From an optimization exercise on the open Yosys and OpenROAD flow, aimed at small area, a short achievable clock period and few clock cycles per item; shortcuts taken in it are not production practice. RTL that was checked went through simulation tests only; none was proved equivalent to the original. Power figures rest on the tool's default switching activity, not on a simulated workload.

== the previous run ==
## hs1_codec
module hs1_codec (
    input  wire        clk,
    input  wire        rst,
    input  wire        bus_valid,
    input  wire        bus_write,
    input  wire [11:0] bus_addr,
    input  wire [31:0] bus_wdata,
    output reg  [31:0] bus_rdata,
    output reg         bus_err,
    output wire        busy,
    output wire        irq
);
Settings: LEC_CHECK=0, CAP_MARGIN=40, CELL_PAD_IN_SITES_DETAIL_PLACEMENT=1, CELL_PAD_IN_SITES_GLOBAL_PLACEMENT=1, CORE_MARGIN=2, CORE_UTILIZATION=45, CTS_BUF_LIST=sky130_fd_sc_hd__clkbuf_8, PLACE_DENSITY=0.58, SETUP_SLACK_MARGIN=5, SLEW_MARGIN=20, TNS_END_PERCENT=50; clock period 10.0 ns.
run.sh (not shown) runs the stock make flow with config.mk's settings and CLKGATE_MAP_FILE= SYNTH_SCRIPT=/design/flow/synth_recipe.tcl, a recipe that flattens the netlist after the stock synthesis.
Testbench counts of the previous run, summed over its fixed seeds: cycles 35,851, items 192.
Inputs modified between the previous run and the current run:
- TNS_END_PERCENT: 50 -> unset
- Diff the previous run -> the current run: post-synthesis instance area now sits at about the same level, routed wire length now sits at about the same level, count of unresolved DRC violations after routing now sits at about the same level, maximum frequency now sits at about the same level, final worst-path cycle share now sits at about the same level.
- Between the current run and the previous run, the delay of the slowest cell on the worst path figures differ only marginally.
- Compared with the previous run, the current run shows a met3 usage that is 0.23 points lower.
- ~same final-layout non-clock buffer area share in the current run and the previous run
- Compared the current run against the previous run; worst setup slack within noise.

Another version of the RTL of hs1_codec (not shown whole).
Size in the first run: roughly 3900 flip-flops, roughly 83 I/O pins.
clock: 10.0 ns
lec_check: 0
cap_margin: 40
cell_pad_in_sites_detail_placement: 1
cell_pad_in_sites_global_placement: 1
core_margin: 2
core_utilization: 42
cts_buf_list: sky130_fd_sc_hd__clkbuf_4
place_density: 0.55
setup_slack_margin: 5
slew_margin: 20
tns_end_percent: 30
Testbench counts at the start, summed over its fixed seeds: cycles 35,851, items 192.
Then changed:
Settings changed: CORE_UTILIZATION 42 to 48, CTS_BUF_LIST sky130_fd_sc_hd__clkbuf_4 to sky130_fd_sc_hd__clkbuf_8, PLACE_DENSITY 0.55 to 0.62, TNS_END_PERCENT 30 to unset.
Result: Die area goes down by roughly a tenth. Setup slack gains 0.065 ns. Worst hold slack gains 0.017 ns. Clock-buffer cell count goes down by 979. Combinational power goes up by a few percent. Wire length goes down by a few percent. Final area goes down slightly. Critical path depth goes down by 5. Power goes down by a few percent.
Then changed:
Settings changed: CORE_UTILIZATION 48 to 42, PLACE_DENSITY 0.62 to 0.55, TNS_END_PERCENT set to 30.
Result:
- The changed run ran to the end with no violations
- cell area falls slightly
- final cell count rises by a few percent
- synthesized cell count is unchanged
Then changed:
Settings changed: CORE_UTILIZATION 42 to 45, PLACE_DENSITY 0.55 to 0.58, TNS_END_PERCENT 30 to unset.
The new run produced a clean layout.
Clock skew decreases by 0.0083 ns.
Global-route usage increases by 2.8 points.
Clock power increases by about 4%.
First-iteration DRC count increases by 5.5%.

hs1_codec, a different RTL version from the one above (not shown whole).
For scale: ~13000 cells after synthesis, about 3700 flip-flops, about 160000 sq um of cells after synthesis.
==> flow/config.mk <==
export PLATFORM = sky130hd
export DESIGN_NAME = hs1_codec
export DESIGN_NICKNAME = hs1_codec
export VERILOG_FILES = /design/flow/design.v
export SDC_FILE = /design/flow/constraint.sdc
export NUM_CORES = 4
export LEC_CHECK = 0
export CAP_MARGIN = 40
export CELL_PAD_IN_SITES_DETAIL_PLACEMENT = 2
export CELL_PAD_IN_SITES_GLOBAL_PLACEMENT = 2
export CORE_MARGIN = 2
export CORE_UTILIZATION = 35
export PLACE_DENSITY = 0.5
export SETUP_SLACK_MARGIN = 5
export SLEW_MARGIN = 20
==> flow/constraint.sdc <==
create_clock -name core_clock -period 10.0 [get_ports {clk}]
set_input_delay 2.0000 -clock core_clock [delete_from_list [all_inputs] [get_ports {clk}]]
set_output_delay 2.0000 -clock core_clock [all_outputs]
set_load 0.01 [all_outputs]
The baseline went through all stages and came out clean.
Change:
==> flow/config.mk (replaced) <==
export PLATFORM = sky130hd
export DESIGN_NAME = hs1_codec
export DESIGN_NICKNAME = hs1_codec
export VERILOG_FILES = /design/flow/design.v
export SDC_FILE = /design/flow/constraint.sdc
export NUM_CORES = 4
export LEC_CHECK = 0
export CAP_MARGIN = 40
export CELL_PAD_IN_SITES_DETAIL_PLACEMENT = 1
export CELL_PAD_IN_SITES_GLOBAL_PLACEMENT = 1
export CORE_MARGIN = 2
export CORE_UTILIZATION = 40
export CTS_BUF_LIST = sky130_fd_sc_hd__clkbuf_8
export PLACE_DENSITY = 0.55
export SETUP_SLACK_MARGIN = 4
export SLEW_MARGIN = 20
After rerunning: Via count fell by 0.78%; cell area fell by 4.4%; setup slack degrades by 0.021 ns; global-route usage rose by 0.75 points; routed wire length fell by 11%; synthesized cell count is unchanged; synthesized area stays the same; core utilization rose by 3.9 points; non-clock buffer count fell by 272.
Function was not checked in any run of this note: the RTL went through the layout flow alone.

v6:
hs1_codec, a different RTL version from the one above (not shown whole).
Size: about 3800 flip-flops, about 83 I/O pins, about 170000 um2 of cells after synthesis.
clock: 10.0 ns
lec_check: 0
cap_margin: 40
cell_pad_in_sites_detail_placement: 1
cell_pad_in_sites_global_placement: 1
core_margin: 2
core_utilization: 40
cts_buf_list: sky130_fd_sc_hd__clkbuf_8
place_density: 0.55
setup_slack_margin: 4
slew_margin: 20
v6 finished all stages; the layout is clean.
Testbench counts of v6, summed over its fixed seeds: cycles 35,851, items 192.
#### Input delta (v7 over v6)
- PLACE_DENSITY: 0.55 -> 0.58
- CORE_UTILIZATION: 40 -> 45
- SETUP_SLACK_MARGIN: 4 -> 5
Total power: v7 below v6. Routed wire in v7 totals more than in v6. Number of iterations in the first detailed-routing pass (v7 over v6): decrease, 1. v7 against v6; total number of tap cells is down by a little under 10%.

what the ideal ports hide:
No port has a modelled driver above. Below, the same layouts with a new extraction and two added sets of constraints. Step 1 assumes that a clkbuf_16 drives the clock port and a buf_2 every other input. Step 2, shift: input delay + t, output delay - t, t = (earliest + latest rising clock arrival at the registers) / 2. This alone moves slack from input paths to output paths. a / b / c = ideal / step 1 / step 2; a / b = the first two.
run	t (ns)	slack for setup (ns)	hold WS [ns]	worst setup path after step 2	clock arrival spread, ns
the previous run	1.397	4.561 / 4.561 / 3.391	0.318 / 0.318 / 0.318	input to register	0.126 / 0.126
the current run	1.405	4.562 / 4.562 / 3.559	0.315 / 0.315 / 0.315	input to register	0.127 / 0.127
the first run of note 2	1.820	4.300 / 4.300 / 2.770	0.292 / 0.292 / 0.292	input to register	0.140 / 0.140
the second run of note 2	1.384	4.364 / 4.364 / 3.439	0.309 / 0.309 / 0.309	input to register	0.106 / 0.106
the third run of note 2	1.393	4.298 / 4.298 / 3.265	0.302 / 0.302 / 0.302	input to register	0.092 / 0.091
the fourth run of note 2	1.417	4.239 / 4.239 / 3.364	0.297 / 0.297 / 0.297	input to register	0.083 / 0.083
the first run of note 3	1.140	3.774 / 3.774 / 3.774	0.275 / 0.275 / 0.275	register to register	0.067 / 0.067
the second run of note 3	1.368	3.754 / 3.754 / 2.664	0.285 / 0.285 / 0.285	input to register	0.105 / 0.104
v6	1.409	3.790 / 3.790 / 2.674	0.304 / 0.304 / 0.304	input to register	0.127 / 0.127
v7	1.392	3.855 / 3.855 / 3.543	0.288 / 0.288 / 0.288	input to register	0.105 / 0.104
After both steps setup and hold are still met in every run listed. The setup slack of the first run of note 2, which loses most, moves by 0.000 ns with the drivers and by -1.530 ns with both steps.
